Context: an optimization exercise on an open-source flow, tuned for small area and a short achievable clock period. The choices shown serve that exercise and are no tape-out recipe. Function was checked by simulation only, so behaviour that the tests miss may differ from the original. Power and IR drop assume default switching activity.

## flow/flow/run.sh

```bash
#!/bin/bash
# Standard layout with two changes to how it is optimised:
#  - the port buffers are made from the smallest buffer cell (buffer_ports
#    otherwise picks sky130_fd_sc_hd__clkdlybuf4s50_1); the resizer still
#    upsizes any of them that timing or slew needs;
#  - repair_timing aims for a larger setup slack than the constraint needs, so
#    that it shortens the critical paths (the SDC and clock are unchanged).
set -euo pipefail
export BUFFER_PORTS_ARGS="-buffer_cell sky130_fd_sc_hd__buf_1"
export SETUP_SLACK_MARGIN=15
bash standard.sh > standard_make.log 2>&1
```

## flow/design.v

```verilog
module sqan_rxsync (
    input  wire         clk,
    input  wire         rst,                  
    input  wire [1:0]   in_cmd,
    input  wire [15:0]  in_i,
    input  wire [15:0]  in_q,
    input  wire [6:0]   cfg_percent,          
    input  wire [1:0]   cfg_hdr_w,            
    input  wire [11:0]  cfg_header,           
    input  wire         cfg_byte_timing,      
    input  wire [7:0]   cfg_timing_interval,  
    input  wire [4:0]   cfg_slot_bits,        
    input  wire [7:0]   cfg_sync0,            
    input  wire [7:0]   cfg_sync1,            
    input  wire         cfg_screen,           
    input  wire         cfg_esc_en,           
    input  wire [7:0]   cfg_esc_marker,       
    input  wire [7:0]   cfg_esc_xor,          
    input  wire [2:0]   cfg_esc_extra,        
    output reg          flush_valid,
    output reg          flush_emit,
    output reg  [4:0]   flush_n,
    output reg          flush_sync,
    output reg          flush_overflow,
    output reg  [127:0] flush_bytes,          
    output wire         st_searching,
    output wire         st_inverted,
    output wire         st_ignore,
    output wire [4:0]   st_count
);
    reg        [3:0]  pd_one;           
    reg        [3:0]  pd_two;           
    reg        [3:0]  pd_sg;            
    reg        [11:0] xr;               
    reg               searching;
    reg        [11:0] window;           
    reg               inverted;
    reg        [4:0]  bit_cnt;
    reg        [6:0]  temp;             
    reg               ignore_hdr;
    reg        [7:0]  slots_left;
    reg        [7:0]  dataout [0:15];
    reg        [4:0]  idx;
    reg               sync_found;
    reg               match_idx;
    reg               overflow;
    assign st_searching = searching;
    assign st_inverted  = inverted;
    assign st_ignore    = ignore_hdr;
    assign st_count     = idx;
    wire is_sample   = (in_cmd == 2'd1);
    wire is_scan_end = (in_cmd == 2'd2);
    wire inv_eff = !searching && inverted;    
    wire rx, rx_n;
    sqan_thr u_thr (.x(in_i[11:0]), .xr(xr), .one(pd_one), .two(pd_two), .sg(pd_sg),
                    .inv(inv_eff), .rx(rx), .rx_n(rx_n));
    reg [11:0] hdr_mask;
    always @(*) begin
        case (cfg_hdr_w)
            2'd0:    hdr_mask = 12'h0FF;
            2'd1:    hdr_mask = 12'h1FF;
            2'd2:    hdr_mask = 12'h7FF;
            default: hdr_mask = 12'hFFF;
        endcase
    end
    wire [11:1] hdr_diff = (window[10:0] ^ cfg_header[11:1]) & hdr_mask[11:1];
    wire        hi_norm  = (hdr_diff == 11'd0);
    wire        hi_inv   = (hdr_diff == hdr_mask[11:1]);
    wire       byte_done = ignore_hdr ? (bit_cnt + 5'd1 == cfg_slot_bits) : (bit_cnt == 5'd7);
    wire       lt32 = (temp[6:4] == 3'd0);
    wire       esc0 = cfg_esc_en && (lt32 || (cfg_esc_extra[0] && temp == 7'h20));
    wire       esc1 = cfg_esc_en && (lt32 || (cfg_esc_extra[1] && temp == 7'h3F)
                                         || (cfg_esc_extra[2] && temp == 7'h7F));
    wire [7:0] sync_expect = match_idx ? cfg_sync1 : cfg_sync0;
    wire       hit_hi      = (temp == sync_expect[7:1]);
    wire       room0     = !idx[4];
    wire       room1     = (idx < 5'd15);
    wire [7:0] slots_dec = slots_left - 8'd1;
    wire       slots_end = (slots_dec == 8'd0);
    wire       tint_nz   = (cfg_timing_interval != 8'd0);
    wire [4:0] cnt_inc   = bit_cnt + 5'd1;
    reg        nv_s   [0:1];            
    reg        nv_inv [0:1];            
    reg        nv_clr [0:1];            
    reg [4:0]  nv_idx [0:1];            
    reg        nv_ov  [0:1];            
    reg        nv_fnd [0:1];            
    reg        nv_mx  [0:1];            
    reg        nv_ign [0:1];            
    reg        nv_sld [0:1];            
    reg [7:0]  nv_bus0 [0:1];           
    reg [7:0]  nv_bus1 [0:1];           
    integer    b;
    reg        mn, mi, esc, hit, found_nx, enter;
    reg [7:0]  byte_v, out0, out1;
    always @(*) begin
        for (b = 0; b < 2; b = b + 1) begin
            mn       = hi_norm && (cfg_header[0] == b[0]);
            mi       = hi_inv  && (cfg_header[0] != b[0]);
            esc      = b[0] ? esc1 : esc0;
            hit      = hit_hi && (sync_expect[0] == b[0]);
            found_nx = sync_found || (hit && match_idx);
            enter    = cfg_byte_timing && found_nx && tint_nz;
            byte_v   = {temp, b[0]};
            out0     = esc ? cfg_esc_marker : byte_v;
            out1     = byte_v ^ cfg_esc_xor;
            nv_bus0[b] = idx[0] ? out1 : out0;
            nv_bus1[b] = idx[0] ? out0 : out1;
            nv_s[b] = searching; nv_inv[b] = inverted; nv_clr[b] = 1'b0;
            nv_idx[b] = idx; nv_ov[b] = overflow; nv_fnd[b] = sync_found;
            nv_mx[b] = match_idx; nv_ign[b] = ignore_hdr; nv_sld[b] = 1'b0;
            if (is_sample) begin
                if (searching) begin
                    if (mn || mi) begin
                        nv_s[b] = 1'b0; nv_inv[b] = mi; nv_clr[b] = 1'b1;
                    end
                end else if (byte_done) begin
                    nv_clr[b] = 1'b1;
                    nv_idx[b] = !room0 ? idx : (esc && room1) ? idx + 5'd2 : idx + 5'd1;
                    if (!room0 || (esc && !room1)) nv_ov[b] = 1'b1;
                    nv_fnd[b] = found_nx;
                    nv_mx[b]  = hit && !match_idx;
                    if (ignore_hdr) begin
                        nv_sld[b] = 1'b1;
                        if (slots_end) begin
                            nv_ign[b] = 1'b0; nv_s[b] = 1'b1;
                        end
                    end else if (enter) begin
                        nv_ign[b] = 1'b1; nv_sld[b] = 1'b1;
                    end else begin
                        nv_s[b] = 1'b1;
                    end
                end
            end else if (is_scan_end) begin
                nv_idx[b] = 5'd0; nv_fnd[b] = 1'b0; nv_mx[b] = 1'b0; nv_ov[b] = 1'b0;
            end
        end
    end
    wire [12:0] sel_a;
    wire [15:0] sel_b;
    sqan_sel #(.W(13)) u_sel_a (
        .s(rx),
        .a({nv_s[0], nv_inv[0], nv_clr[0], nv_ov[0], nv_fnd[0], nv_bus0[0]}),
        .b({nv_s[1], nv_inv[1], nv_clr[1], nv_ov[1], nv_fnd[1], nv_bus0[1]}),
        .y(sel_a));
    sqan_sel #(.W(16)) u_sel_b (
        .s(rx_n),
        .a({nv_idx[1], nv_mx[1], nv_ign[1], nv_sld[1], nv_bus1[1]}),
        .b({nv_idx[0], nv_mx[0], nv_ign[0], nv_sld[0], nv_bus1[0]}),
        .y(sel_b));
    wire       s_nx     = sel_a[12];
    wire       inv_nx   = sel_a[11];
    wire       clr_cnt  = sel_a[10];
    wire       ov_nx    = sel_a[9];
    wire       fnd_nx   = sel_a[8];
    wire [7:0] bus_even = sel_a[7:0];
    wire [4:0] idx_nx   = sel_b[15:11];
    wire       mx_nx    = sel_b[10];
    wire       ign_nx   = sel_b[9];
    wire       ld_slots = sel_b[8];
    wire [7:0] bus_odd  = sel_b[7:0];
    wire [4:0] cnt_keep = (is_sample && !searching) ? cnt_inc : bit_cnt;
    wire [7:0] sl_load  = ignore_hdr ? slots_dec : cfg_timing_interval;
    wire assemble = is_sample && !searching;
    wire complete = assemble && byte_done;
    wire [8:0] pb = {2'b00, cfg_percent, 1'b0};
    integer d;
    always @(posedge clk)
        for (d = 0; d < 4; d = d + 1) begin
            pd_one[d] <= pb[2*d+1] ^ pb[2*d];
            pd_two[d] <= (pb[2*d+2] & ~pb[2*d+1] & ~pb[2*d]) | (~pb[2*d+2] & pb[2*d+1] & pb[2*d]);
            pd_sg[d]  <= ~pb[2*d+2] & (pb[2*d+1] | pb[2*d]);
        end
    always @(posedge clk) begin
        if (rst) begin
            xr            <= 12'd0;
            searching     <= 1'b1;
            window        <= 12'd0;
            inverted      <= 1'b0;
            bit_cnt       <= 5'd0;
            ignore_hdr    <= 1'b0;
            slots_left    <= 8'd0;
            idx           <= 5'd0;
            sync_found    <= 1'b0;
            match_idx     <= 1'b0;
            overflow      <= 1'b0;
        end else begin
            if (is_sample) begin
                xr <= in_i[11:0];
                if (searching)
                    window <= {window[10:0], rx};    
            end
            searching  <= s_nx;
            inverted   <= inv_nx;
            bit_cnt    <= clr_cnt ? 5'd0 : cnt_keep;
            if (ld_slots)
                slots_left <= sl_load;
            idx        <= idx_nx;
            overflow   <= ov_nx;
            sync_found <= fnd_nx;
            match_idx  <= mx_nx;
            ignore_hdr <= ign_nx;
        end
    end
    always @(posedge clk)
        if (assemble)
            temp <= {temp[5:0], rx};
    genvar k;
    generate
        for (k = 0; k < 16; k = k + 1) begin : g_cell
            wire wr = (idx == k) || (idx + 5'd1 == k);
            always @(posedge clk)
                if (complete && wr)
                    dataout[k] <= (k % 2 == 0) ? bus_even : bus_odd;
        end
    endgenerate
    integer j;
    always @(posedge clk) begin
        flush_valid <= !rst && is_scan_end;
        if (is_scan_end) begin
            flush_emit     <= (idx != 5'd0) && (!cfg_screen || sync_found);
            flush_n        <= idx;
            flush_sync     <= sync_found;
            flush_overflow <= overflow;
            for (j = 0; j < 16; j = j + 1)
                flush_bytes[8*j +: 8] <= dataout[j];
        end
    end
endmodule
module sqan_sel #(parameter W = 1) (
    input  wire         s,
    input  wire [W-1:0] a,
    input  wire [W-1:0] b,
    output wire [W-1:0] y
);
    assign y = s ? b : a;
endmodule
module sqan_thr (
    input  wire [11:0] x,
    input  wire [11:0] xr,
    input  wire [3:0]  one,    
    input  wire [3:0]  two,    
    input  wire [3:0]  sg,     
    input  wire        inv,    
    output wire        rx,
    output wire        rx_n    
);
    wire [19:0] u_add_s;
    wire t173 = u_add_s[0];
    wire t259 = u_add_s[1];
    wire t260 = u_add_s[2];
    wire t261 = u_add_s[3];
    wire t262 = u_add_s[4];
    wire t263 = u_add_s[5];
    wire t264 = u_add_s[6];
    wire t265 = u_add_s[7];
    wire t266 = u_add_s[8];
    wire t267 = u_add_s[9];
    wire t268 = u_add_s[10];
    wire t269 = u_add_s[11];
    wire t270 = u_add_s[12];
    wire t271 = u_add_s[13];
    wire t272 = u_add_s[14];
    wire t273 = u_add_s[15];
    wire t274 = u_add_s[16];
    wire t275 = u_add_s[17];
    wire t276 = u_add_s[18];
    wire t277 = u_add_s[19];
    wire t394;
    wire t0 = ((one[0] & xr[0]) | (two[0] & 1'b0)) ^ sg[0];
    wire t1 = ((one[0] & xr[1]) | (two[0] & xr[0])) ^ sg[0];
    wire t2 = ((one[0] & xr[2]) | (two[0] & xr[1])) ^ sg[0];
    wire t3 = ((one[0] & xr[3]) | (two[0] & xr[2])) ^ sg[0];
    wire t4 = ((one[0] & xr[4]) | (two[0] & xr[3])) ^ sg[0];
    wire t5 = ((one[0] & xr[5]) | (two[0] & xr[4])) ^ sg[0];
    wire t6 = ((one[0] & xr[6]) | (two[0] & xr[5])) ^ sg[0];
    wire t7 = ((one[0] & xr[7]) | (two[0] & xr[6])) ^ sg[0];
    wire t8 = ((one[0] & xr[8]) | (two[0] & xr[7])) ^ sg[0];
    wire t9 = ((one[0] & xr[9]) | (two[0] & xr[8])) ^ sg[0];
    wire t10 = ((one[0] & xr[10]) | (two[0] & xr[9])) ^ sg[0];
    wire t11 = ((one[0] & xr[11]) | (two[0] & xr[10])) ^ sg[0];
    wire t12 = ((one[0] & xr[11]) | (two[0] & xr[11])) ^ sg[0];
    wire t13 = ~t12;
    wire t14 = ((one[1] & xr[0]) | (two[1] & 1'b0)) ^ sg[1];
    wire t15 = ((one[1] & xr[1]) | (two[1] & xr[0])) ^ sg[1];
    wire t16 = ((one[1] & xr[2]) | (two[1] & xr[1])) ^ sg[1];
    wire t17 = ((one[1] & xr[3]) | (two[1] & xr[2])) ^ sg[1];
    wire t18 = ((one[1] & xr[4]) | (two[1] & xr[3])) ^ sg[1];
    wire t19 = ((one[1] & xr[5]) | (two[1] & xr[4])) ^ sg[1];
    wire t20 = ((one[1] & xr[6]) | (two[1] & xr[5])) ^ sg[1];
    wire t21 = ((one[1] & xr[7]) | (two[1] & xr[6])) ^ sg[1];
    wire t22 = ((one[1] & xr[8]) | (two[1] & xr[7])) ^ sg[1];
    wire t23 = ((one[1] & xr[9]) | (two[1] & xr[8])) ^ sg[1];
    wire t24 = ((one[1] & xr[10]) | (two[1] & xr[9])) ^ sg[1];
    wire t25 = ((one[1] & xr[11]) | (two[1] & xr[10])) ^ sg[1];
    wire t26 = ((one[1] & xr[11]) | (two[1] & xr[11])) ^ sg[1];
    wire t27 = ~t26;
    wire t28 = ((one[2] & xr[0]) | (two[2] & 1'b0)) ^ sg[2];
    wire t29 = ((one[2] & xr[1]) | (two[2] & xr[0])) ^ sg[2];
    wire t30 = ((one[2] & xr[2]) | (two[2] & xr[1])) ^ sg[2];
    wire t31 = ((one[2] & xr[3]) | (two[2] & xr[2])) ^ sg[2];
    wire t32 = ((one[2] & xr[4]) | (two[2] & xr[3])) ^ sg[2];
    wire t33 = ((one[2] & xr[5]) | (two[2] & xr[4])) ^ sg[2];
    wire t34 = ((one[2] & xr[6]) | (two[2] & xr[5])) ^ sg[2];
    wire t35 = ((one[2] & xr[7]) | (two[2] & xr[6])) ^ sg[2];
    wire t36 = ((one[2] & xr[8]) | (two[2] & xr[7])) ^ sg[2];
    wire t37 = ((one[2] & xr[9]) | (two[2] & xr[8])) ^ sg[2];
    wire t38 = ((one[2] & xr[10]) | (two[2] & xr[9])) ^ sg[2];
    wire t39 = ((one[2] & xr[11]) | (two[2] & xr[10])) ^ sg[2];
    wire t40 = ((one[2] & xr[11]) | (two[2] & xr[11])) ^ sg[2];
    wire t41 = ~t40;
    wire t42 = ((one[3] & xr[0]) | (two[3] & 1'b0)) ^ sg[3];
    wire t43 = ((one[3] & xr[1]) | (two[3] & xr[0])) ^ sg[3];
    wire t44 = ((one[3] & xr[2]) | (two[3] & xr[1])) ^ sg[3];
    wire t45 = ((one[3] & xr[3]) | (two[3] & xr[2])) ^ sg[3];
    wire t46 = ((one[3] & xr[4]) | (two[3] & xr[3])) ^ sg[3];
    wire t47 = ((one[3] & xr[5]) | (two[3] & xr[4])) ^ sg[3];
    wire t48 = ((one[3] & xr[6]) | (two[3] & xr[5])) ^ sg[3];
    wire t49 = ((one[3] & xr[7]) | (two[3] & xr[6])) ^ sg[3];
    wire t50 = ((one[3] & xr[8]) | (two[3] & xr[7])) ^ sg[3];
    wire t51 = ((one[3] & xr[9]) | (two[3] & xr[8])) ^ sg[3];
    wire t52 = ((one[3] & xr[10]) | (two[3] & xr[9])) ^ sg[3];
    wire t53 = ((one[3] & xr[11]) | (two[3] & xr[10])) ^ sg[3];
    wire t54 = ((one[3] & xr[11]) | (two[3] & xr[11])) ^ sg[3];
    wire t55 = ~t54;
    wire t56 = ~xr[11];
    wire t57 = sg[3] ^ t6;
    wire t58 = sg[3] & t6;
    wire t59 = t7 ^ t19;
    wire t60 = t7 & t19;
    wire t61 = t8 ^ t20;
    wire t62 = t8 & t20;
    wire t63 = t9 ^ t21;
    wire t64 = t9 & t21;
    wire t65 = t10 ^ t22;
    wire t66 = t10 & t22;
    wire t67 = t11 ^ t23;
    wire t68 = t11 & t23;
    wire t69 = 1'b1 ^ t24 ^ t36;
    wire t70 = (1'b1 & t24) | (1'b1 & t36) | (t24 & t36);
    wire t71 = sg[1] ^ t56;
    wire t72 = sg[1] & t56;
    wire t73 = sg[2] ^ t4;
    wire t74 = sg[2] & t4;
    wire t75 = t5 ^ t17;
    wire t76 = t5 & t17;
    wire t77 = t18 ^ t30 ^ t42;
    wire t78 = (t18 & t30) | (t18 & t42) | (t30 & t42);
    wire t79 = t31 ^ t43 ^ t58;
    wire t80 = (t31 & t43) | (t31 & t58) | (t43 & t58);
    wire t81 = t32 ^ t44 ^ t60;
    wire t82 = (t32 & t44) | (t32 & t60) | (t44 & t60);
    wire t83 = t33 ^ t45 ^ t62;
    wire t84 = (t33 & t45) | (t33 & t62) | (t45 & t62);
    wire t85 = t34 ^ t46 ^ t64;
    wire t86 = (t34 & t46) | (t34 & t64) | (t46 & t64);
    wire t87 = t35 ^ t47 ^ t66;
    wire t88 = (t35 & t47) | (t35 & t66) | (t47 & t66);
    wire t89 = t48 ^ t13 ^ t68;
    wire t90 = (t48 & t13) | (t48 & t68) | (t13 & t68);
    wire t91 = t25 ^ t37 ^ t49;
    wire t92 = (t25 & t37) | (t25 & t49) | (t37 & t49);
    wire t93 = t38 ^ t50;
    wire t94 = t38 & t50;
    wire t95 = 1'b1 ^ t39;
    wire t96 = 1'b1 & t39;
    wire t97 = 1'b1 ^ t52;
    wire t98 = 1'b1 & t52;
    wire t99 = t2 ^ t14;
    wire t100 = t2 & t14;
    wire t101 = t72 ^ t3 ^ t15;
    wire t102 = (t72 & t3) | (t72 & t15) | (t3 & t15);
    wire t103 = t16 ^ t28 ^ t73;
    wire t104 = (t16 & t28) | (t16 & t73) | (t28 & t73);
    wire t105 = t29 ^ t74 ^ t75;
    wire t106 = (t29 & t74) | (t29 & t75) | (t74 & t75);
    wire t107 = t76 ^ t77 ^ t57;
    wire t108 = (t76 & t77) | (t76 & t57) | (t77 & t57);
    wire t109 = t78 ^ t59 ^ t79;
    wire t110 = (t78 & t59) | (t78 & t79) | (t59 & t79);
    wire t111 = t61 ^ t80 ^ t81;
    wire t112 = (t61 & t80) | (t61 & t81) | (t80 & t81);
    wire t113 = t63 ^ t82 ^ t83;
    wire t114 = (t63 & t82) | (t63 & t83) | (t82 & t83);
    wire t115 = t65 ^ t84 ^ t85;
    wire t116 = (t65 & t84) | (t65 & t85) | (t84 & t85);
    wire t117 = t67 ^ t86 ^ t87;
    wire t118 = (t67 & t86) | (t67 & t87) | (t86 & t87);
    wire t119 = t69 ^ t88 ^ t89;
    wire t120 = (t69 & t88) | (t69 & t89) | (t88 & t89);
    wire t121 = t70 ^ t91 ^ t90;
    wire t122 = (t70 & t91) | (t70 & t90) | (t91 & t90);
    wire t123 = t27 ^ t92 ^ t93;
    wire t124 = (t27 & t92) | (t27 & t93) | (t92 & t93);
    wire t125 = t51 ^ t94 ^ t95;
    wire t126 = (t51 & t94) | (t51 & t95) | (t94 & t95);
    wire t127 = t41 ^ t96 ^ t97;
    wire t128 = (t41 & t96) | (t41 & t97) | (t96 & t97);
    wire t129 = 1'b1 ^ t53 ^ t98;
    wire t130 = (1'b1 & t53) | (1'b1 & t98) | (t53 & t98);
    wire t131 = 1'b1 ^ t55;
    wire t132 = 1'b1 & t55;
    wire t278 = ~x[11];
    wire t279 = x[0] ^ x[3];
    wire t280 = x[0] & x[3];
    wire t281 = (x[0] & x[1]) | (x[0] & x[4]) | (x[1] & x[4]);
    wire t282 = x[0] ^ x[1] ^ x[4];
    wire t283 = (x[1] & x[2]) | (x[1] & x[5]) | (x[2] & x[5]);
    wire t284 = x[1] ^ x[2] ^ x[5];
    wire t285 = (x[2] & x[3]) | (x[2] & x[6]) | (x[3] & x[6]);
    wire t286 = x[2] ^ x[3] ^ x[6];
    wire t287 = (x[3] & x[4]) | (x[3] & x[7]) | (x[4] & x[7]);
    wire t288 = x[3] ^ x[4] ^ x[7];
    wire t289 = (x[4] & x[5]) | (x[4] & x[8]) | (x[5] & x[8]);
    wire t290 = x[4] ^ x[5] ^ x[8];
    wire t291 = (x[5] & x[6]) | (x[5] & x[9]) | (x[6] & x[9]);
    wire t292 = x[5] ^ x[6] ^ x[9];
    wire t293 = (x[6] & x[7]) | (x[6] & x[10]) | (x[7] & x[10]);
    wire t294 = x[6] ^ x[7] ^ x[10];
    wire t295 = (x[7] & x[8]) | (x[7] & t278) | (x[8] & t278);
    wire t296 = x[7] ^ x[8] ^ t278;
    wire t297 = x[8] ^ x[9];
    wire t298 = x[8] & x[9];
    wire t299 = x[9] ^ x[10];
    wire t300 = x[9] & x[10];
    wire t301 = x[10] ^ t278;
    wire t302 = x[10] & t278;
    wire t303 = (t264 & t280) | (t264 & t282) | (t280 & t282);
    wire t304 = t264 ^ t280 ^ t282;
    wire t305 = (t265 & t281) | (t265 & t284) | (t281 & t284);
    wire t306 = t265 ^ t281 ^ t284;
    wire t307 = (t266 & t283) | (t266 & t286) | (t283 & t286);
    wire t308 = t266 ^ t283 ^ t286;
    wire t309 = (t267 & t285) | (t267 & t288) | (t285 & t288);
    wire t310 = t267 ^ t285 ^ t288;
    wire t311 = (t268 & t287) | (t268 & t290) | (t287 & t290);
    wire t312 = t268 ^ t287 ^ t290;
    wire t313 = (t269 & t289) | (t269 & t292) | (t289 & t292);
    wire t314 = t269 ^ t289 ^ t292;
    wire t315 = (t270 & t291) | (t270 & t294) | (t291 & t294);
    wire t316 = t270 ^ t291 ^ t294;
    wire t317 = (t271 & t293) | (t271 & t296) | (t293 & t296);
    wire t318 = t271 ^ t293 ^ t296;
    wire t319 = (t272 & t295) | (t272 & t297) | (t295 & t297);
    wire t320 = t272 ^ t295 ^ t297;
    wire t321 = (t273 & t298) | (t273 & t299) | (t298 & t299);
    wire t322 = t273 ^ t298 ^ t299;
    wire t323 = (t274 & t300) | (t274 & t301) | (t300 & t301);
    wire t324 = t274 ^ t300 ^ t301;
    wire t325 = (t275 & t278) | (t275 & t302) | (t278 & t302);
    wire t326 = t275 ^ t278 ^ t302;
    wire t327 = t277 ^ inv;
    wire [19:0] u_add_a = {t132, t130, t128, t126, t124, t122, t120, t118, t116, t114, t112, t110, t108, t106, t104, t102, t100, t99, t56, sg[0]};
    wire [19:0] u_add_b = {1'b0, t131, t129, t127, t125, t123, t121, t119, t117, t115, t113, t111, t109, t107, t105, t103, t101, t71, t1, t0};
    sqan_thr_add u_add (.a(u_add_a), .b(u_add_b), .s(u_add_s));
    wire [17:0] u_sign_a = {t327, t276, t326, t324, t322, t320, t318, t316, t314, t312, t310, t308, t306, t304, t263, t262, t261, t260};
    wire [17:0] u_sign_b = {1'b0, t325, t323, t321, t319, t317, t315, t313, t311, t309, t307, t305, t303, 1'b0, t279, x[2], x[1], x[0]};
    sqan_thr_sign u_sign (.a(u_sign_a), .b(u_sign_b), .ge(t394), .lt(rx_n));
    assign rx = t394;
endmodule
module sqan_thr_add (
    input  wire [19:0] a,
    input  wire [19:0] b,
    output wire [19:0] s
);
    wire [19:0] g = a & b;
    wire [19:0] p = a ^ b;
    wire c0 = g[1] | (p[1] & g[0]);
    wire c1 = g[3] | (p[3] & g[2]);
    wire q1 = p[3] & p[2];
    wire c2 = g[5] | (p[5] & g[4]);
    wire q2 = p[5] & p[4];
    wire c3 = g[7] | (p[7] & g[6]);
    wire q3 = p[7] & p[6];
    wire c4 = g[9] | (p[9] & g[8]);
    wire q4 = p[9] & p[8];
    wire c5 = g[11] | (p[11] & g[10]);
    wire q5 = p[11] & p[10];
    wire c6 = g[13] | (p[13] & g[12]);
    wire q6 = p[13] & p[12];
    wire c7 = g[15] | (p[15] & g[14]);
    wire q7 = p[15] & p[14];
    wire c8 = g[17] | (p[17] & g[16]);
    wire q8 = p[17] & p[16];
    wire c9 = g[19] | (p[19] & g[18]);
    wire q9 = p[19] & p[18];
    wire c10 = c1 | (q1 & c0);
    wire c11 = c3 | (q3 & c2);
    wire q11 = q3 & q2;
    wire c12 = c5 | (q5 & c4);
    wire q12 = q5 & q4;
    wire c13 = c7 | (q7 & c6);
    wire q13 = q7 & q6;
    wire c14 = c9 | (q9 & c8);
    wire q14 = q9 & q8;
    wire c15 = c11 | (q11 & c10);
    wire c16 = c13 | (q13 & c12);
    wire q16 = q13 & q12;
    wire c17 = c16 | (q16 & c15);
    wire c18 = c12 | (q12 & c15);
    wire c19 = c14 | (q14 & c17);
    wire c20 = c2 | (q2 & c10);
    wire c21 = c4 | (q4 & c15);
    wire c22 = c6 | (q6 & c18);
    wire c23 = c8 | (q8 & c17);
    wire c24 = g[2] | (p[2] & c0);
    wire c25 = g[4] | (p[4] & c10);
    wire c26 = g[6] | (p[6] & c20);
    wire c27 = g[8] | (p[8] & c15);
    wire c28 = g[10] | (p[10] & c21);
    wire c29 = g[12] | (p[12] & c18);
    wire c30 = g[14] | (p[14] & c22);
    wire c31 = g[16] | (p[16] & c17);
    wire c32 = g[18] | (p[18] & c23);
    assign s[0] = p[0];
    assign s[1] = p[1] ^ g[0];
    assign s[2] = p[2] ^ c0;
    assign s[3] = p[3] ^ c24;
    assign s[4] = p[4] ^ c10;
    assign s[5] = p[5] ^ c25;
    assign s[6] = p[6] ^ c20;
    assign s[7] = p[7] ^ c26;
    assign s[8] = p[8] ^ c15;
    assign s[9] = p[9] ^ c27;
    assign s[10] = p[10] ^ c21;
    assign s[11] = p[11] ^ c28;
    assign s[12] = p[12] ^ c18;
    assign s[13] = p[13] ^ c29;
    assign s[14] = p[14] ^ c22;
    assign s[15] = p[15] ^ c30;
    assign s[16] = p[16] ^ c17;
    assign s[17] = p[17] ^ c31;
    assign s[18] = p[18] ^ c23;
    assign s[19] = p[19] ^ c32;
endmodule
module sqan_thr_sign (
    input  wire [17:0] a,
    input  wire [17:0] b,
    output wire        ge,
    output wire        lt
);
    wire [16:0] g = a[16:0] & b[16:0];
    wire [16:0] t = a[16:0] | b[16:0];
    wire g0_0 = g[1] | (t[1] & g[0]);
    wire g0_1 = g[3] | (t[3] & g[2]);
    wire t0_1 = t[3] & t[2];
    wire g0_2 = g[5] | (t[5] & g[4]);
    wire t0_2 = t[5] & t[4];
    wire g0_3 = g[7] | (t[7] & g[6]);
    wire t0_3 = t[7] & t[6];
    wire g0_4 = g[9] | (t[9] & g[8]);
    wire t0_4 = t[9] & t[8];
    wire g0_5 = g[11] | (t[11] & g[10]);
    wire t0_5 = t[11] & t[10];
    wire g0_6 = g[13] | (t[13] & g[12]);
    wire t0_6 = t[13] & t[12];
    wire g0_7 = g[15] | (t[15] & g[14]);
    wire t0_7 = t[15] & t[14];
    wire g1_0 = g0_1 | (t0_1 & g0_0);
    wire g1_1 = g0_3 | (t0_3 & g0_2);
    wire t1_1 = t0_3 & t0_2;
    wire g1_2 = g0_5 | (t0_5 & g0_4);
    wire t1_2 = t0_5 & t0_4;
    wire g1_3 = g0_7 | (t0_7 & g0_6);
    wire t1_3 = t0_7 & t0_6;
    wire g2_0 = g1_1 | (t1_1 & g1_0);
    wire g2_1 = g1_3 | (t1_3 & g1_2);
    wire t2_1 = t1_3 & t1_2;
    wire g3_0 = g2_1 | (t2_1 & g2_0);
    wire g4_0 = g[16] | (t[16] & g3_0);
    wire c = g4_0;
    assign lt = a[17] ^ b[17] ^ c;
    assign ge = ~lt;
endmodule
```

## flow/standard.sh

```bash
#!/bin/bash
# synth_recipe.tcl (not shown) runs the flow's synth.tcl, then flattens the netlist and writes it again
# the make line also repeats each setting of config.mk as NAME=value (left out here)
make -C /OpenROAD-flow-scripts/flow DESIGN_CONFIG=/design/flow/config.mk WORK_HOME=/design/flow/orfs CLKGATE_MAP_FILE= SYNTH_SCRIPT=/design/flow/synth_recipe.tcl "${@:-finish}"
```

## flow/constraint.sdc

```tcl
create_clock -name core_clock -period 22.0 [get_ports {clk}]
set_input_delay 4.4000 -clock core_clock [delete_from_list [all_inputs] [get_ports {clk}]]
set_output_delay 4.4000 -clock core_clock [all_outputs]
set_load 0.01 [all_outputs]
```

## flow/config.mk

```make
export PLATFORM = sky130hd
export DESIGN_NAME = sqan_rxsync
export DESIGN_NICKNAME = sqan_rxsync
export VERILOG_FILES = /design/flow/design.v
export SDC_FILE = /design/flow/constraint.sdc
export NUM_CORES = 4
export LEC_CHECK = 0
export CAP_MARGIN = 20
export CORE_MARGIN = 2
export CORE_UTILIZATION = 40
export CTS_CLUSTER_DIAMETER = 70
export CTS_CLUSTER_SIZE = 30
export SLEW_MARGIN = 20
export SYNTH_HIERARCHICAL = 1
```

==> report_table.html, run 1 <==
<table>
<tr><th>Metric</th><th>Value</th></tr>
<tr><th colspan="2">Layout</th></tr>
<tr><td>Final nets</td><td>1703</td></tr>
<tr><td>Fraction of final layout cells with drive strength greater than 1</td><td>12.51%</td></tr>
<tr><td>Layout overhead on the synthesized area</td><td>15.19%</td></tr>
<tr><td>Utilization after layout</td><td>46.69%</td></tr>
<tr><th colspan="2">Critical path</th></tr>
<tr><td>Worst endpoint data arrival time</td><td>7360 ps</td></tr>
<tr><td>Delay of the slowest cell on the worst path</td><td>570 ps</td></tr>
<tr><td>Critical path's slowest cell</td><td>fa_1</td></tr>
<tr><td>End point of the critical path</td><td>dataout[1][4]</td></tr>
<tr><td>FF-to-FF setup slack</td><td>15310 ps</td></tr>
<tr><td>Highest fanout seen on the critical path</td><td>8</td></tr>
<tr><td>Required time at the endpoint of the critical path</td><td>22290 ps</td></tr>
<tr><td>Worst reg-to-reg path cell count</td><td>27</td></tr>
<tr><td>Worst Setup Start Kind</td><td>primary input</td></tr>
<tr><td>Worst-path cell chain</td><td>buf_8 &gt; inv_4 &gt; fa_1 &gt; inv_2 &gt; fa_1 &gt; o22ai_2 &gt; nor3_2 &gt; o2111ai_2 &gt; or3_4 &gt; nand3_4 &gt; buf_12 &gt; buf_12 &gt; buf_12 &gt; mux2_4</td></tr>
<tr><td>Top cell by count, worst path</td><td>buf_12</td></tr>
<tr><td>Startpoint-to-endpoint class of the critical path</td><td>primary input to flip-flop</td></tr>
<tr><td>Terminus of the critical flop-to-flop path</td><td>dataout[1][4]</td></tr>
<tr><td>Setup crit start</td><td>in_i[8]</td></tr>
<tr><td>Kind of capture point of the worst setup path</td><td>flip-flop</td></tr>
<tr><td>Critical R2R Launch</td><td>pd_two[0]</td></tr>
<tr><th colspan="2">Timing</th></tr>
<tr><td>Headroom to the max-slew limit</td><td>30.92%</td></tr>
<tr><td>Total count of max-transition violations in the final report</td><td>0</td></tr>
<tr><td>Final setup violating endpoints</td><td>0</td></tr>
<tr><td>Tcrit/Tclk final</td><td>32.14%</td></tr>
<tr><td>RSZ-0062 raised after global routing</td><td>yes</td></tr>
<tr><td>Worst clock skew</td><td>22.50 ps</td></tr>
<tr><td>Hold Violations, Final</td><td>0</td></tr>
<tr><td>Fin worst setup slack</td><td>14930 ps</td></tr>
<tr><td>F_max</td><td>0.1414 GHz</td></tr>
<tr><td>Worst hold slack</td><td>407.3 ps</td></tr>
<tr><td>Final critical delay including setup and external delays</td><td>7070 ps</td></tr>
<tr><td>Pin slew with the least headroom to its limit</td><td>1032 ps</td></tr>
<tr><td>Post-Route Setup TNS</td><td>0 ps</td></tr>
<tr><th colspan="2">Place</th></tr>
<tr><td>Post-placement setup slack</td><td>13940 ps</td></tr>
<tr><td>DP HPWL</td><td>27120 µm</td></tr>
<tr><td>GPL Wtd Cong</td><td>0.8617</td></tr>
<tr><td>Count of port buffers added during placement</td><td>232</td></tr>
<tr><th colspan="2">Job</th></tr>
<tr><td>Max-cap violations</td><td>0</td></tr>
<tr><th colspan="2">Detailed routing</th></tr>
<tr><td>Number of nets with antenna violations after detailed routing</td><td>0</td></tr>
<tr><td>Number of vias after detailed routing</td><td>10410</td></tr>
<tr><td>DRC violations left</td><td>0</td></tr>
<tr><td>Routed WL per cell</td><td>18.50 µm</td></tr>
<tr><td>Router iterations before antenna repair</td><td>4</td></tr>
<tr><td>Initial detailed-routing violation count</td><td>531</td></tr>
<tr><td>Routed wire length</td><td>37940 µm</td></tr>
<tr><td>Per-cell via count in the routed design</td><td>5.074</td></tr>
<tr><th colspan="2">GRT</th></tr>
<tr><td>Global-route wire length before repair</td><td>58940 µm</td></tr>
<tr><td>GRT Total Usage</td><td>17.35%</td></tr>
<tr><td>Grt ovf</td><td>0</td></tr>
<tr><td>Largest net degree at the start of global routing</td><td>73</td></tr>
<tr><td>Number of global-route vias before repair</td><td>10190</td></tr>
<tr><td>Antenna violations before repair</td><td>10</td></tr>
<tr><th colspan="2">Power and ir drop</th></tr>
<tr><td>Switching power summed over all nets</td><td>0.7896 mW</td></tr>
<tr><td>Leakage power</td><td>6.621 nW</td></tr>
<tr><td>Peak supply drop</td><td>85.06 µV</td></tr>
<tr><td>Clock share of power</td><td>20.8%</td></tr>
<tr><td>Sequential cell fraction of total power</td><td>36.3%</td></tr>
<tr><td>Share of total power consumed by net switching</td><td>35.32%</td></tr>
<tr><td>Logic pwr share</td><td>43.0%</td></tr>
<tr><td>Internal cell power</td><td>1.446 mW</td></tr>
<tr><td>Power density over the cells</td><td>117.3 nW/µm²</td></tr>
<tr><th colspan="2">Clock network</th></tr>
<tr><td>Clock latency on the worst-skew pair</td><td>560 ps</td></tr>
<tr><td># clock sinks</td><td>331</td></tr>
<tr><td>Clock Tree Root</td><td>clkbuf_16</td></tr>
<tr><td>TritonCTS clock tree</td><td>built</td></tr>
<tr><td>Number of levels in the clock H-tree</td><td>1</td></tr>
<tr><td>Clock slew at the register clock pins of the worst setup and hold paths</td><td>100 ps</td></tr>
<tr><td>CTS Buf Count</td><td>22</td></tr>
<tr><td>Bufs on Longest Clock Path</td><td>3</td></tr>
<tr><th colspan="2">Die</th></tr>
<tr><td>Area of the core region</td><td>40830 µm²</td></tr>
<tr><td>Area of the die</td><td>43020 µm²</td></tr>
<tr><td>Initial Utilization</td><td>40.53%</td></tr>
<tr><td>Height of the chip</td><td>207.4 µm</td></tr>
<tr><td>Width of the die</td><td>207.4 µm</td></tr>
<tr><td>IO Count</td><td>253</td></tr>
<tr><td>Placement row count</td><td>74</td></tr>
<tr><th colspan="2">Run status</th></tr>
<tr><td>Outcome</td><td>no timing/DRC/antenna violations</td></tr>
<tr><th colspan="2">Logic synthesis</th></tr>
<tr><td>Post-Syn Instances</td><td>1276</td></tr>
<tr><td>Synth warn</td><td>19</td></tr>
<tr><td>Synthesized area per cell</td><td>12.97 µm²</td></tr>
<tr><td>Summed instance area of the synthesized netlist</td><td>16550 µm²</td></tr>
<tr><th colspan="2">Worst hold path</th></tr>
<tr><td>Classification of the worst-slack hold path</td><td>flip-flop to flip-flop</td></tr>
</table>
## worst min path at each step
stage	startpoint	end	cells past startpoint
2_1_floorplan	dataout[0][0]	flush_bytes[0]	0
3_3_place_gp	dataout[10][2]	flush_bytes[82]	0
3_5_place_dp	dataout[15][5]	flush_bytes[125]	0
4_1_cts	dataout[11][3]	flush_bytes[91]	0
5_1_grt	dataout[11][6]	flush_bytes[94]	0
6_report	dataout[11][3]	flush_bytes[91]	0
## state kept, by name (all words and copies together), names as in the netlist, 4 cells and up
name and cells:
window 11, temp 7, pd_sg 4, dataout 128
slots_left 8, flush_n 5, pd_two 4, xr 12
idx 5, pd_one 4, flush_bytes 128, bit_cnt 5
## critical path, delay by kind of cell
kind | cells | cell delay [ps]
AOI/OAI and AO/OA | 2 | 250
adders and majority gates | 2 | 1110
buffers and inverters | 6 | 530
muxes | 1 | 380
and+or+nand+nor | 3 | 680
## per-stage QoR
stage	power, mW	std cells	cell area (µm²)
3_3_place_gp	1.588	1986	17880
6_report	2.236	2051	19060
3_5_place_dp	1.600	1986	17880
2_1_floorplan	1.408	1279	16700
4_1_cts	2.178	2036	18870
5_1_grt	2.364	2047	19050
## area by class of cell
class | instances | area, µm²
Antenna cell | 8 | 20.02
Clock buffer | 22 | 550.5
Clock inverter | 18 | 295.3
Fill cell | 3699 | 21770
Inverter | 90 | 344.1
Multi-Input combinational cell | 794 | 6666
Sequential cell | 331 | 9340
Tap cell | 532 | 665.6
Timing Repair Buffer | 256 | 1182
## what timing repair did
item,CTS,global route
pin swaps,0,16
gates cloned,1,0
resized for setup,13,39
hold buffers,0,0
setup buffers,9,7
hold endpoints to repair,0,0
endpoints found under the setup margin,152,145
## layout by cell type (no fill, tap or decap), types with 49 or more instances in the layout
| cell | count |
|---|---|
| edfxtp_1 | 271 |
| buf_1 | 220 |
| nand2_1 | 97 |
| inv_1 | 87 |
| a21oi_1 | 78 |
| xnor2_1 | 68 |
| nor2_1 | 65 |
| dfxtp_1 | 59 |
| fa_1 | 50 |
| ha_1 | 49 |
## power groups by stage
stage / sequential [mW] / clock, mW / combinational [mW]
2_1_floorplan: 0.816 / 0 / 0.592
3_3_place_gp: 0.825 / 0 / 0.763
3_5_place_dp: 0.825 / 0 / 0.775
4_1_cts: 0.811 / 0.477 / 0.890
5_1_grt: 0.813 / 0.502 / 1.05
6_report: 0.811 / 0.464 / 0.961
## metal layers
metal	global-route usage [%]	part of all wire, %
met1	23.77	45
met2	28.13	47
met3	3.343	6.0
met4	5.025	1.9
met5	0	0.069
==> run 2: changes to the inputs <==
--- a/flow/flow/run.sh
+++ b/flow/flow/run.sh
@@ -8,4 +8,4 @@
 set -euo pipefail
 export BUFFER_PORTS_ARGS="-buffer_cell sky130_fd_sc_hd__buf_1"
-export SETUP_SLACK_MARGIN=15
+export SETUP_SLACK_MARGIN=14
 bash standard.sh > standard_make.log 2>&1
==> report_table.html, run 2 <==
<table>
<tr><th>Metric</th><th>Value</th></tr>
<tr><th colspan="2">Power and ir drop</th></tr>
<tr><td>Clock share of power</td><td>24.9%</td></tr>
<tr><td>Leakage power</td><td>6.466 nW</td></tr>
<tr><td>Internal cell power</td><td>1.328 mW</td></tr>
<tr><td>Sequential cell fraction of total power</td><td>39.4%</td></tr>
<tr><td>Switching power summed over all nets</td><td>0.7304 mW</td></tr>
<tr><td>Power density over the cells</td><td>109.7 nW/µm²</td></tr>
<tr><td>Peak supply drop</td><td>82.03 µV</td></tr>
<tr><td>Logic pwr share</td><td>35.7%</td></tr>
<tr><td>Share of total power consumed by net switching</td><td>35.49%</td></tr>
<tr><th colspan="2">Layout</th></tr>
<tr><td>Total area of multi-input combinational cells</td><td>6501 µm²</td></tr>
<tr><td>Most common cell after layout, fill and taps aside</td><td>edfxtp_1</td></tr>
<tr><td>Non-filler cells in the finished layout</td><td>2033</td></tr>
<tr><td>Regs by FF count</td><td>dataout (128), flush_bytes (128), xr (12)</td></tr>
<tr><td>Fraction of final layout cells with drive strength greater than 1</td><td>9.479%</td></tr>
<tr><td>Most frequent cells in the layout</td><td>edfxtp_1 (271), buf_1 (231), nand2_1 (98)</td></tr>
<tr><td>Final design instance area without fill</td><td>18770 µm²</td></tr>
<tr><td>Flip-flop and latch area</td><td>9339 µm²</td></tr>
<tr><td>Layout overhead on the synthesized area</td><td>13.40%</td></tr>
<tr><td>Final nets</td><td>1688</td></tr>
<tr><td>FILL cells</td><td>3737</td></tr>
<tr><th colspan="2">GRT</th></tr>
<tr><td>Global-route wire length before repair</td><td>57430 µm</td></tr>
<tr><td>Antenna violations before repair</td><td>4</td></tr>
<tr><td>Number of global-route vias before repair</td><td>10020</td></tr>
<tr><td>Largest net degree at the start of global routing</td><td>89</td></tr>
<tr><td>GRT Total Usage</td><td>16.99%</td></tr>
<tr><td>Grt ovf</td><td>0</td></tr>
<tr><th colspan="2">Die</th></tr>
<tr><td>Width of the die</td><td>207.4 µm</td></tr>
<tr><td>IO Count</td><td>253</td></tr>
<tr><td>Initial Utilization</td><td>40.53%</td></tr>
<tr><td>Area of the die</td><td>43020 µm²</td></tr>
<tr><td>Height of the chip</td><td>207.4 µm</td></tr>
<tr><td>Placement row count</td><td>74</td></tr>
<tr><td>Area of the core region</td><td>40830 µm²</td></tr>
<tr><th colspan="2">Timing</th></tr>
<tr><td>Fin worst setup slack</td><td>14230 ps</td></tr>
<tr><td>Worst hold slack</td><td>401.6 ps</td></tr>
<tr><td>Headroom to the max-slew limit</td><td>28.00%</td></tr>
<tr><td>Total count of max-transition violations in the final report</td><td>0</td></tr>
<tr><td>Final setup violating endpoints</td><td>0</td></tr>
<tr><td>Post-Route Setup TNS</td><td>0 ps</td></tr>
<tr><td>Final critical delay including setup and external delays</td><td>7768 ps</td></tr>
<tr><td>RSZ-0062 raised after global routing</td><td>no</td></tr>
<tr><td>Worst clock skew</td><td>30.70 ps</td></tr>
<tr><td>Hold Violations, Final</td><td>0</td></tr>
<tr><td>Tcrit/Tclk final</td><td>35.31%</td></tr>
<tr><td>Pin slew with the least headroom to its limit</td><td>1080 ps</td></tr>
<tr><td>F_max</td><td>0.1287 GHz</td></tr>
<tr><th colspan="2">Critical path</th></tr>
<tr><td>Worst-path cell chain</td><td>buf_1 &gt; inv_1 &gt; fa_1 &gt; inv_1 &gt; fa_1 &gt; o22ai_1 &gt; nor3_2 &gt; o2111ai_1 &gt; o211ai_1 &gt; and3_1 &gt; mux2_2</td></tr>
<tr><td>Terminus of the critical flop-to-flop path</td><td>dataout[6][0]</td></tr>
<tr><td>FF-to-FF setup slack</td><td>14790 ps</td></tr>
<tr><td>Kind of capture point of the worst setup path</td><td>flip-flop</td></tr>
<tr><td>Kind of cell with the highest combined delay on the critical path</td><td>simple AND/OR/NAND/NOR gates</td></tr>
<tr><td>Startpoint-to-endpoint class of the critical path</td><td>primary input to flip-flop</td></tr>
<tr><td>Worst Setup Start Kind</td><td>primary input</td></tr>
<tr><td>Highest fanout seen on the critical path</td><td>15</td></tr>
<tr><td>Worst endpoint data arrival time</td><td>8060 ps</td></tr>
<tr><td>Worst path bufs/invs</td><td>3</td></tr>
<tr><td>Critical R2R Launch</td><td>pd_one[0]</td></tr>
<tr><td>Worst reg-to-reg path cell count</td><td>23</td></tr>
<tr><td>Delay of the slowest cell on the worst path</td><td>910 ps</td></tr>
<tr><td>Required time at the endpoint of the critical path</td><td>22300 ps</td></tr>
<tr><td>Critical path's slowest cell</td><td>and3_1</td></tr>
<tr><th colspan="2">Detailed routing</th></tr>
<tr><td>Router iterations before antenna repair</td><td>5</td></tr>
<tr><td>Routed WL per cell</td><td>18.23 µm</td></tr>
<tr><td>Routed wire length</td><td>37060 µm</td></tr>
<tr><td>Per-cell via count in the routed design</td><td>5.049</td></tr>
<tr><td>Number of vias after detailed routing</td><td>10260</td></tr>
<tr><td>Initial detailed-routing violation count</td><td>620</td></tr>
<tr><td>Number of nets with antenna violations after detailed routing</td><td>0</td></tr>
<tr><td>DRC violations left</td><td>0</td></tr>
<tr><th colspan="2">Logic synthesis</th></tr>
<tr><td>Post-Syn Instances</td><td>1276</td></tr>
<tr><td>Synthesized area per cell</td><td>12.97 µm²</td></tr>
<tr><td>Synth warn</td><td>19</td></tr>
<tr><td>Summed instance area of the synthesized netlist</td><td>16550 µm²</td></tr>
<tr><th colspan="2">Clock network</th></tr>
<tr><td>TritonCTS clock tree</td><td>built</td></tr>
<tr><td>Hold buffer count at CTS</td><td>0</td></tr>
<tr><td>CTS Buf Count</td><td>24</td></tr>
<tr><td>Clock slew at the register clock pins of the worst setup and hold paths</td><td>100 ps</td></tr>
<tr><td>Bufs on Longest Clock Path</td><td>3</td></tr>
<tr><td>Number of levels in the clock H-tree</td><td>1</td></tr>
<tr><td>Quantity of gates resized following cts</td><td>0</td></tr>
<tr><td># clock sinks</td><td>331</td></tr>
<tr><td>Clock Tree Root</td><td>clkbuf_16</td></tr>
<tr><td>Postcts setup bufs</td><td>0</td></tr>
<tr><td>Clock latency on the worst-skew pair</td><td>570 ps</td></tr>
<tr><th colspan="2">Run status</th></tr>
<tr><td>Outcome</td><td>no timing/DRC/antenna violations</td></tr>
<tr><th colspan="2">Place</th></tr>
<tr><td>DP HPWL</td><td>26950 µm</td></tr>
<tr><td>GPL Wtd Cong</td><td>0.8395</td></tr>
<tr><td>Post-Place Cells</td><td>1986</td></tr>
<tr><td>Instance area at placement</td><td>17780 µm²</td></tr>
<tr><td>Count of port buffers added during placement</td><td>232</td></tr>
<tr><td>Post-placement setup slack</td><td>13600 ps</td></tr>
<tr><th colspan="2">Worst hold path</th></tr>
<tr><td>Classification of the worst-slack hold path</td><td>flip-flop to flip-flop</td></tr>
<tr><td>Endpoint, Worst Hold</td><td>flush_bytes[122]</td></tr>
<tr><td>Cell depth of the worst hold path</td><td>0</td></tr>
<tr><td>Beginning of the worst hold path</td><td>dataout[15][2]</td></tr>
<tr><th colspan="2">Job</th></tr>
<tr><td>Max-cap violations</td><td>0</td></tr>
</table>
==> run 2: layout make-up <==
type,count,area share (%)
repair buffers,240,4.987
multi-input cells,793,34.64
clock buffers,24,3.200
inverters,90,1.820
clock inverters,20,2.007
flip-flops and latches,331,49.76
diodes,3,0.04000
well taps,532,3.547
==> run 2: how the worst max path moves through the flow <==
stage                         start             to  slack, ps  cells past startpoint
after floorplan           in_cmd[0]         idx[1]      14260                      6
after global placement      in_i[2]      searching      13640                     10
after detailed placement    in_i[7]      searching      13600                     12
after CTS                   in_i[7]      searching      14220                     12
after global routing        in_i[7]     bit_cnt[1]      14060                     12
final                       in_i[7]  dataout[6][0]      14230                     11
==> run 2: worst register-to-register path, cell delays in order, from the launching register on <==
cell       delay (ps)
dfxtp_1           720
a22oi_2           170
xnor2_1           240
ha_1              190
inv_1              60
fa_1              530
inv_1              60
fa_1              470
ha_1              340
a21o_1            210
nand2b_1          150
o21ai_2           250
o21ai_2           110
a31o_1            230
fa_1              370
xor2_1            300
ha_1              310
xor2_1            200
nor2_1             70
nor2_2            180
o2111ai_1         160
o211ai_1          230
and3_1            910
mux2_2            510
==> run 2: per-stage QoR <==
| stage | total power, mW | utilization, % |
|---|---|---|
| 6_report | 2.058 | 45.96 |
| 3_3_place_gp | 1.559 | 43.54 |
| 4_1_cts | 2.090 | 45.94 |
| 2_1_floorplan | 1.378 | - |
| 3_5_place_dp | 1.573 | 43.54 |
| 5_1_grt | 2.183 | 45.96 |
==> run 2: power by group through the flow <==
stage                     sequential [mW]  combinational, mW  clock (mW)
after global placement              0.826              0.734           0
after CTS                           0.811              0.750       0.528
after global routing                0.813              0.816       0.554
after detailed placement            0.826              0.747           0
final                               0.811              0.734       0.513
after floorplan                     0.816              0.562           0
==> run 2: routing by layer <==
metal / GRT usage [%] / share of wire [%] / up-vias
li1: - / - / 4957
met1: 23.49 / 45 / 4962
met2: 27.46 / 46 / 292
met3: 2.890 / 5.9 / 51
met4: 5.197 / 2.3 / 2
met5: 0 / 0.035 / -
==> run 3: changes to the inputs <==
==> flow/flow/run.sh (replaced) <==
#!/bin/bash
# Standard layout with three changes to how it is optimised:
#  - the port buffers are made from the smallest buffer cell (buffer_ports
#    otherwise picks sky130_fd_sc_hd__clkdlybuf4s50_1); the resizer still
#    upsizes any of them that timing or slew needs;
#  - the buffers that synthesis (ABC) put in are removed at floorplan, and the
#    resizer buffers the nets as placement needs;
#  - repair_timing aims for a larger setup slack than the constraint needs, so
#    that it shortens the critical paths (the SDC and clock are unchanged).
set -euo pipefail
export BUFFER_PORTS_ARGS="-buffer_cell sky130_fd_sc_hd__buf_1"
export REMOVE_ABC_BUFFERS=1
export SETUP_SLACK_MARGIN=15
bash standard.sh > standard_make.log 2>&1
==> report_table.html, run 3 <==
<table>
<tr><th>Metric</th><th>Value</th></tr>
<tr><th colspan="2">Run status</th></tr>
<tr><td>Outcome</td><td>no timing/DRC/antenna violations</td></tr>
<tr><th colspan="2">Detailed routing</th></tr>
<tr><td>Routed wire length</td><td>37840 µm</td></tr>
<tr><td>Per-cell via count in the routed design</td><td>5.051</td></tr>
<tr><td>Number of nets with antenna violations after detailed routing</td><td>0</td></tr>
<tr><td>DRC violations left</td><td>0</td></tr>
<tr><td>Initial detailed-routing violation count</td><td>573</td></tr>
<tr><td>Number of vias after detailed routing</td><td>10340</td></tr>
<tr><td>Routed WL per cell</td><td>18.49 µm</td></tr>
<tr><td>Router iterations before antenna repair</td><td>5</td></tr>
<tr><th colspan="2">Timing</th></tr>
<tr><td>Post-Route Setup TNS</td><td>0 ps</td></tr>
<tr><td>RSZ-0062 raised after global routing</td><td>yes</td></tr>
<tr><td>Final setup violating endpoints</td><td>0</td></tr>
<tr><td>F_max</td><td>0.1429 GHz</td></tr>
<tr><td>Tcrit/Tclk final</td><td>31.82%</td></tr>
<tr><td>Total count of max-transition violations in the final report</td><td>0</td></tr>
<tr><td>Worst clock skew</td><td>36.75 ps</td></tr>
<tr><td>Fin worst setup slack</td><td>15000 ps</td></tr>
<tr><td>Hold Violations, Final</td><td>0</td></tr>
<tr><td>Headroom to the max-slew limit</td><td>28.67%</td></tr>
<tr><td>Final critical delay including setup and external delays</td><td>7000 ps</td></tr>
<tr><td>Pin slew with the least headroom to its limit</td><td>1066 ps</td></tr>
<tr><th colspan="2">Clock network</th></tr>
<tr><td>CTS Buf Count</td><td>22</td></tr>
<tr><td>Number of levels in the clock H-tree</td><td>1</td></tr>
<tr><td>Bufs on Longest Clock Path</td><td>3</td></tr>
<tr><td>Clock latency on the worst-skew pair</td><td>570 ps</td></tr>
<tr><td>Clock Tree Root</td><td>clkbuf_16</td></tr>
<tr><td>TritonCTS clock tree</td><td>built</td></tr>
<tr><td>Clock slew at the register clock pins of the worst setup and hold paths</td><td>100 ps</td></tr>
<tr><td>Hold buffer count at CTS</td><td>0</td></tr>
<tr><td># clock sinks</td><td>331</td></tr>
<tr><th colspan="2">Logic synthesis</th></tr>
<tr><td>Summed instance area of the synthesized netlist</td><td>16550 µm²</td></tr>
<tr><td>Synthesized area per cell</td><td>12.97 µm²</td></tr>
<tr><td>Synth warn</td><td>19</td></tr>
<tr><td>Post-Syn Instances</td><td>1276</td></tr>
<tr><th colspan="2">Power and ir drop</th></tr>
<tr><td>Leakage power</td><td>6.619 nW</td></tr>
<tr><td>Peak supply drop</td><td>127.9 µV</td></tr>
<tr><td>Total power after layout</td><td>2.268 mW</td></tr>
<tr><td>Power density over the cells</td><td>118.8 nW/µm²</td></tr>
<tr><th colspan="2">Layout</th></tr>
<tr><td>Most frequent cells in the layout</td><td>edfxtp_1 (271), buf_1 (220), nand2_1 (97)</td></tr>
<tr><td>Regs by FF count</td><td>dataout (128), flush_bytes (128), xr (12)</td></tr>
<tr><td>Final nets</td><td>1703</td></tr>
<tr><td>Fraction of final layout cells with drive strength greater than 1</td><td>12.77%</td></tr>
<tr><td>Layout overhead on the synthesized area</td><td>15.35%</td></tr>
<tr><td>Utilization after layout</td><td>46.76%</td></tr>
<tr><td>Most common cell after layout, fill and taps aside</td><td>edfxtp_1</td></tr>
<tr><th colspan="2">Die</th></tr>
<tr><td>Initial Utilization</td><td>40.53%</td></tr>
<tr><td>Area of the die</td><td>43020 µm²</td></tr>
<tr><td>IO Count</td><td>253</td></tr>
<tr><td>Area of the core region</td><td>40830 µm²</td></tr>
<tr><td>Placement row count</td><td>74</td></tr>
<tr><td>Height of the chip</td><td>207.4 µm</td></tr>
<tr><td>Width of the die</td><td>207.4 µm</td></tr>
<tr><th colspan="2">GRT</th></tr>
<tr><td>Number of global-route vias before repair</td><td>10130</td></tr>
<tr><td>Grt ovf</td><td>0</td></tr>
<tr><td>Largest net degree at the start of global routing</td><td>81</td></tr>
<tr><td>GRT Total Usage</td><td>17.25%</td></tr>
<tr><td>Global-route wire length before repair</td><td>58370 µm</td></tr>
<tr><td>Antenna violations before repair</td><td>6</td></tr>
<tr><th colspan="2">Critical path</th></tr>
<tr><td>End point of the critical path</td><td>dataout[4][2]</td></tr>
<tr><td>Critical R2R Launch</td><td>pd_one[1]</td></tr>
<tr><td>FF-to-FF setup slack</td><td>15440 ps</td></tr>
<tr><td>Delay of the slowest cell on the worst path</td><td>570 ps</td></tr>
<tr><td>Worst-path cell chain</td><td>buf_2 &gt; fa_1 &gt; fa_1 &gt; o22ai_2 &gt; nor3_2 &gt; o2111ai_2 &gt; o211ai_1 &gt; and3_4 &gt; buf_12 &gt; mux2_4</td></tr>
<tr><td>Worst endpoint data arrival time</td><td>7260 ps</td></tr>
<tr><td>Worst Setup Start Kind</td><td>primary input</td></tr>
<tr><td>Startpoint-to-endpoint class of the critical path</td><td>primary input to flip-flop</td></tr>
<tr><td>Terminus of the critical flop-to-flop path</td><td>dataout[4][2]</td></tr>
<tr><td>Top cell by count, worst path</td><td>fa_1</td></tr>
<tr><td>Kind of capture point of the worst setup path</td><td>flip-flop</td></tr>
<tr><td>Setup crit start</td><td>in_i[6]</td></tr>
<tr><td>Highest fanout seen on the critical path</td><td>8</td></tr>
<tr><td>Critical path's slowest cell</td><td>fa_1</td></tr>
<tr><td>Required time at the endpoint of the critical path</td><td>22260 ps</td></tr>
<tr><td>Worst reg-to-reg path cell count</td><td>24</td></tr>
<tr><th colspan="2">Place</th></tr>
<tr><td>GPL Wtd Cong</td><td>0.8987</td></tr>
<tr><td>DP HPWL</td><td>27070 µm</td></tr>
<tr><td>Count of port buffers added during placement</td><td>232</td></tr>
<tr><td>Post-placement setup slack</td><td>13570 ps</td></tr>
<tr><th colspan="2">Worst hold path</th></tr>
<tr><td>Classification of the worst-slack hold path</td><td>flip-flop to flip-flop</td></tr>
<tr><th colspan="2">Job</th></tr>
<tr><td>Max-cap violations</td><td>0</td></tr>
</table>
-- run 3: cell type report --
class	instances	area, µm²
diodes	3	7.507
inverters	90	345.3
multi-input cells	794	6693
well taps	532	665.6
fillers	3686	21740
clock inverters	17	301.5
repair buffers	256	1186
clock buffers	23	554.3
flip-flops and latches	331	9339
-- run 3: power breakdown --
part	internal, mW	total (mW)	switching (mW)	leakage, nW
sequential	0.794	0.811	0.0169	2.98
clock	0.230	0.477	0.247	0.405
combinational	0.466	0.980	0.514	3.23
total	1.49	2.27	0.779	6.62
-- run 3: worst min path at each step --
stage	startpoint	end	slack [ps]	depth (start not counted)
3_3_place_gp	dataout[11][6]	flush_bytes[94]	400	0
3_5_place_dp	dataout[12][5]	flush_bytes[101]	400	0
4_1_cts	dataout[3][2]	flush_bytes[26]	420	0
6_report	dataout[3][2]	flush_bytes[26]	420	0
5_1_grt	dataout[3][2]	flush_bytes[26]	420	0
2_1_floorplan	dataout[0][0]	flush_bytes[0]	400	0
-- run 3: timing repair --
| item | in CTS | in global routing |
|---|---|---|
| setup buffers | 8 | 7 |
| gates resized for setup | 25 | 47 |
| gates cloned | 2 | 0 |
| endpoints found under the setup margin | 154 | 152 |
| pin swaps | 4 | 20 |
-- run 3: critical path: cells and delay by family --
family | cells | cell delay (ps)
adder cells (fa/ha/maj) | 2 | 1080
AO/OA/AOI/OAI | 3 | 580
AND/OR/NAND/NOR | 2 | 520
multiplexers | 1 | 380
buffers and inverters | 2 | 300
-- run 3: metrics by stage --
stage	std cells	hold WS, ps	area [µm²]
after floorplan	1214	400.3	16180
after global placement	1986	400.3	17780
after detailed placement	1986	404.5	17780
after CTS	2036	420.4	18850
after global routing	2045	424.7	19090
final	2046	415.5	19090
-- run 3: routing by layer --
| metal | wire length, µm | vias to the layer above | track usage (%) |
|---|---|---|---|
| li1 | - | 4984 | - |
| met4 | 934 | 6 | 5.025 |
| met3 | 2273 | 47 | 3.071 |
| met5 | 39 | - | 0 |
| met1 | 17530 | 5016 | 24.49 |
| met2 | 17060 | 282 | 27.16 |
==> run 4: changes to the inputs <==
--- a/flow/config.mk
+++ b/flow/config.mk
@@ -11,4 +11,5 @@
 export CTS_CLUSTER_DIAMETER = 70
 export CTS_CLUSTER_SIZE = 30
+export PLACE_DENSITY = 0.75
 export SLEW_MARGIN = 20
 export SYNTH_HIERARCHICAL = 1
==> report_table.html, run 4 <==
<table>
<tr><th>Metric</th><th>Value</th></tr>
<tr><th colspan="2">Detailed routing</th></tr>
<tr><td>Routed WL per cell</td><td>18.73 µm</td></tr>
<tr><td>Per-cell via count in the routed design</td><td>5.188</td></tr>
<tr><td>Router iterations before antenna repair</td><td>6</td></tr>
<tr><td>Initial detailed-routing violation count</td><td>644</td></tr>
<tr><td>Routed wire length</td><td>38290 µm</td></tr>
<tr><td>Number of vias after detailed routing</td><td>10600</td></tr>
<tr><td>DRC violations left</td><td>0</td></tr>
<tr><td>Number of nets with antenna violations after detailed routing</td><td>0</td></tr>
<tr><th colspan="2">Die</th></tr>
<tr><td>Area of the core region</td><td>40830 µm²</td></tr>
<tr><td>Area of the die</td><td>43020 µm²</td></tr>
<tr><td>Width of the die</td><td>207.4 µm</td></tr>
<tr><td>Placement row count</td><td>74</td></tr>
<tr><td>IO Count</td><td>253</td></tr>
<tr><td>Height of the chip</td><td>207.4 µm</td></tr>
<tr><td>Initial Utilization</td><td>40.53%</td></tr>
<tr><th colspan="2">Critical path</th></tr>
<tr><td>FF-to-FF setup slack</td><td>15360 ps</td></tr>
<tr><td>Worst Setup Start Kind</td><td>primary input</td></tr>
<tr><td>Kind of capture point of the worst setup path</td><td>flip-flop</td></tr>
<tr><td>Required time at the endpoint of the critical path</td><td>22280 ps</td></tr>
<tr><td>Critical R2R Launch</td><td>pd_one[0]</td></tr>
<tr><td>Terminus of the critical flop-to-flop path</td><td>dataout[15][4]</td></tr>
<tr><td>Worst endpoint data arrival time</td><td>7360 ps</td></tr>
<tr><td>Startpoint-to-endpoint class of the critical path</td><td>primary input to flip-flop</td></tr>
<tr><td>Highest fanout seen on the critical path</td><td>8</td></tr>
<tr><td>Worst reg-to-reg path cell count</td><td>25</td></tr>
<tr><th colspan="2">Timing</th></tr>
<tr><td>Hold Violations, Final</td><td>0</td></tr>
<tr><td>Total count of max-transition violations in the final report</td><td>0</td></tr>
<tr><td>Post-Route Setup TNS</td><td>0 ps</td></tr>
<tr><td>Headroom to the max-slew limit</td><td>30.87%</td></tr>
<tr><td>Tcrit/Tclk final</td><td>32.16%</td></tr>
<tr><td>F_max</td><td>0.1414 GHz</td></tr>
<tr><td>Worst hold slack</td><td>390.5 ps</td></tr>
<tr><td>Final setup violating endpoints</td><td>0</td></tr>
<tr><td>RSZ-0062 raised after global routing</td><td>yes</td></tr>
<tr><td>Worst clock skew</td><td>33.72 ps</td></tr>
<tr><td>Final critical delay including setup and external delays</td><td>7075 ps</td></tr>
<tr><td>Pin slew with the least headroom to its limit</td><td>1037 ps</td></tr>
<tr><th colspan="2">Layout</th></tr>
<tr><td>Most frequent cells in the layout</td><td>edfxtp_1 (271), buf_1 (219), nand2_1 (98)</td></tr>
<tr><td>Layout overhead on the synthesized area</td><td>14.91%</td></tr>
<tr><td>Non-filler cells in the finished layout</td><td>2044</td></tr>
<tr><td>Regs by FF count</td><td>dataout (128), flush_bytes (128), xr (12)</td></tr>
<tr><td>Final nets</td><td>1702</td></tr>
<tr><td>Fraction of final layout cells with drive strength greater than 1</td><td>11.86%</td></tr>
<tr><td>Most common cell after layout, fill and taps aside</td><td>edfxtp_1</td></tr>
<tr><th colspan="2">Logic synthesis</th></tr>
<tr><td>Summed instance area of the synthesized netlist</td><td>16550 µm²</td></tr>
<tr><td>Post-Syn Instances</td><td>1276</td></tr>
<tr><td>Synth warn</td><td>19</td></tr>
<tr><td>Synthesized area per cell</td><td>12.97 µm²</td></tr>
<tr><th colspan="2">Place</th></tr>
<tr><td>Count of port buffers added during placement</td><td>232</td></tr>
<tr><td>Post-Place Cells</td><td>1987</td></tr>
<tr><td>GPL Wtd Cong</td><td>0.8655</td></tr>
<tr><td>DP HPWL</td><td>27410 µm</td></tr>
<tr><th colspan="2">GRT</th></tr>
<tr><td>Grt ovf</td><td>0</td></tr>
<tr><td>GRT Total Usage</td><td>17.43%</td></tr>
<tr><td>Antenna violations before repair</td><td>7</td></tr>
<tr><td>Met3 track demand over resource in global routing</td><td>3.374%</td></tr>
<tr><td>Global-route wire length before repair</td><td>59470 µm</td></tr>
<tr><td>Largest net degree at the start of global routing</td><td>84</td></tr>
<tr><td>Number of global-route vias before repair</td><td>10420</td></tr>
<tr><td>Met2 demand-to-capacity share in global routing</td><td>29.13%</td></tr>
<tr><td>Most crowded layer after global routing</td><td>met2</td></tr>
<tr><td>Global routing met1 resource utilization</td><td>23.10%</td></tr>
<tr><th colspan="2">Power and ir drop</th></tr>
<tr><td>Leakage power</td><td>6.598 nW</td></tr>
<tr><td>Peak supply drop</td><td>96.82 µV</td></tr>
<tr><td>Power density over the cells</td><td>121.3 nW/µm²</td></tr>
<tr><th colspan="2">Clock network</th></tr>
<tr><td># clock sinks</td><td>331</td></tr>
<tr><td>Clock slew at the register clock pins of the worst setup and hold paths</td><td>100 ps</td></tr>
<tr><td>Clock latency on the worst-skew pair</td><td>560 ps</td></tr>
<tr><td>Number of levels in the clock H-tree</td><td>1</td></tr>
<tr><td>Hold buffer count at CTS</td><td>0</td></tr>
<tr><td>Bufs on Longest Clock Path</td><td>3</td></tr>
<tr><td>Clock Tree Root</td><td>clkbuf_16</td></tr>
<tr><td>CTS Buf Count</td><td>21</td></tr>
<tr><td>TritonCTS clock tree</td><td>built</td></tr>
<tr><th colspan="2">Run status</th></tr>
<tr><td>Outcome</td><td>no timing/DRC/antenna violations</td></tr>
<tr><th colspan="2">Worst hold path</th></tr>
<tr><td>Endpoint, Worst Hold</td><td>flush_bytes[73]</td></tr>
<tr><td>Cell depth of the worst hold path</td><td>0</td></tr>
<tr><td>Beginning of the worst hold path</td><td>dataout[9][1]</td></tr>
<tr><td>Classification of the worst-slack hold path</td><td>flip-flop to flip-flop</td></tr>
<tr><th colspan="2">Job</th></tr>
<tr><td>Max-cap violations</td><td>0</td></tr>
</table>
## run 4: cell count changes in the layout (fill, tap and decap cells not counted), moves of 3 or more
| cell | previous run | this run |
|---|---|---|
| clkinv_16 | 2 | 5 |
| nor3_2 | 6 | 1 |
| nor3_1 | 12 | 17 |
| nor2b_4 | 5 | 1 |
| clkbuf_1 | 1 | 4 |
| nor2b_1 | 16 | 20 |
## run 4: cell type report
type / instances / area [µm²]
multi-input cells: 794 / 6610
inverters: 90 / 345.3
flip-flops and latches: 331 / 9339
diodes: 3 / 7.507
clock inverters: 12 / 252.7
repair buffers: 256 / 1244
fillers: 3601 / 21810
clock buffers: 26 / 554.3
well taps: 532 / 665.6
## run 4: critical path: stages
cell	delay (ps)
buf_12	80
inv_4	30
fa_1	520
inv_1	50
fa_1	580
o22ai_2	120
nor3_2	230
o2111ai_2	160
o211ai_1	230
buf_4	150
nand3_4	110
buf_12	160
buf_16	140
mux2_4	370
## run 4: report_power, final
| group | internal, mW | switching (mW) | total, mW |
|---|---|---|---|
| registers | 0.794 | 0.0168 | 0.811 |
| logic | 0.503 | 0.546 | 1.05 |
| clock network | 0.204 | 0.243 | 0.447 |
## run 4: routing by layer
layer | vias to the layer above | wire, µm
met5 | - | 47
li1 | 4987 | -
met1 | 5181 | 16510
met2 | 366 | 18200
met3 | 62 | 2658
met4 | 8 | 862
## run 4: repair_timing
item,4_1_cts,5_1_grt
setup buffers,6,6
gates resized for setup,39,27
setup endpoints to repair,152,151
gates cloned,3,1
pin swaps,9,12
## run 4: worst max-delay path by stage
stage / start / endpoint / slack, ps
3_5_place_dp: in_i[7] / slots_left[2] / 13890
5_1_grt: in_i[8] / slots_left[2] / 14810
6_report: in_i[8] / dataout[15][4] / 14930
2_1_floorplan: in_cmd[0] / idx[2] / 13600
4_1_cts: in_i[2] / dataout[15][4] / 15000
3_3_place_gp: in_i[7] / slots_left[2] / 13930
## run 4: metrics by stage
step	area (µm²)	total power, mW	utilization (%)	setup WS [ps]
final	19020	2.307	46.58	14930
after CTS	18840	2.220	46.15	15000
after floorplan	16180	1.336	-	13600
after global routing	19010	2.423	46.56	14810
after detailed placement	17790	1.571	43.57	13890
after global placement	17790	1.549	43.57	13930

Check on run 4: ideal ports give 14.925 ns setup slack; a clkbuf_16 on the clock port and buf_2 on the inputs give 14.914 ns; moving port delays by the midpoint clock arrival (0.591 ns) as well gives 14.323 ns.
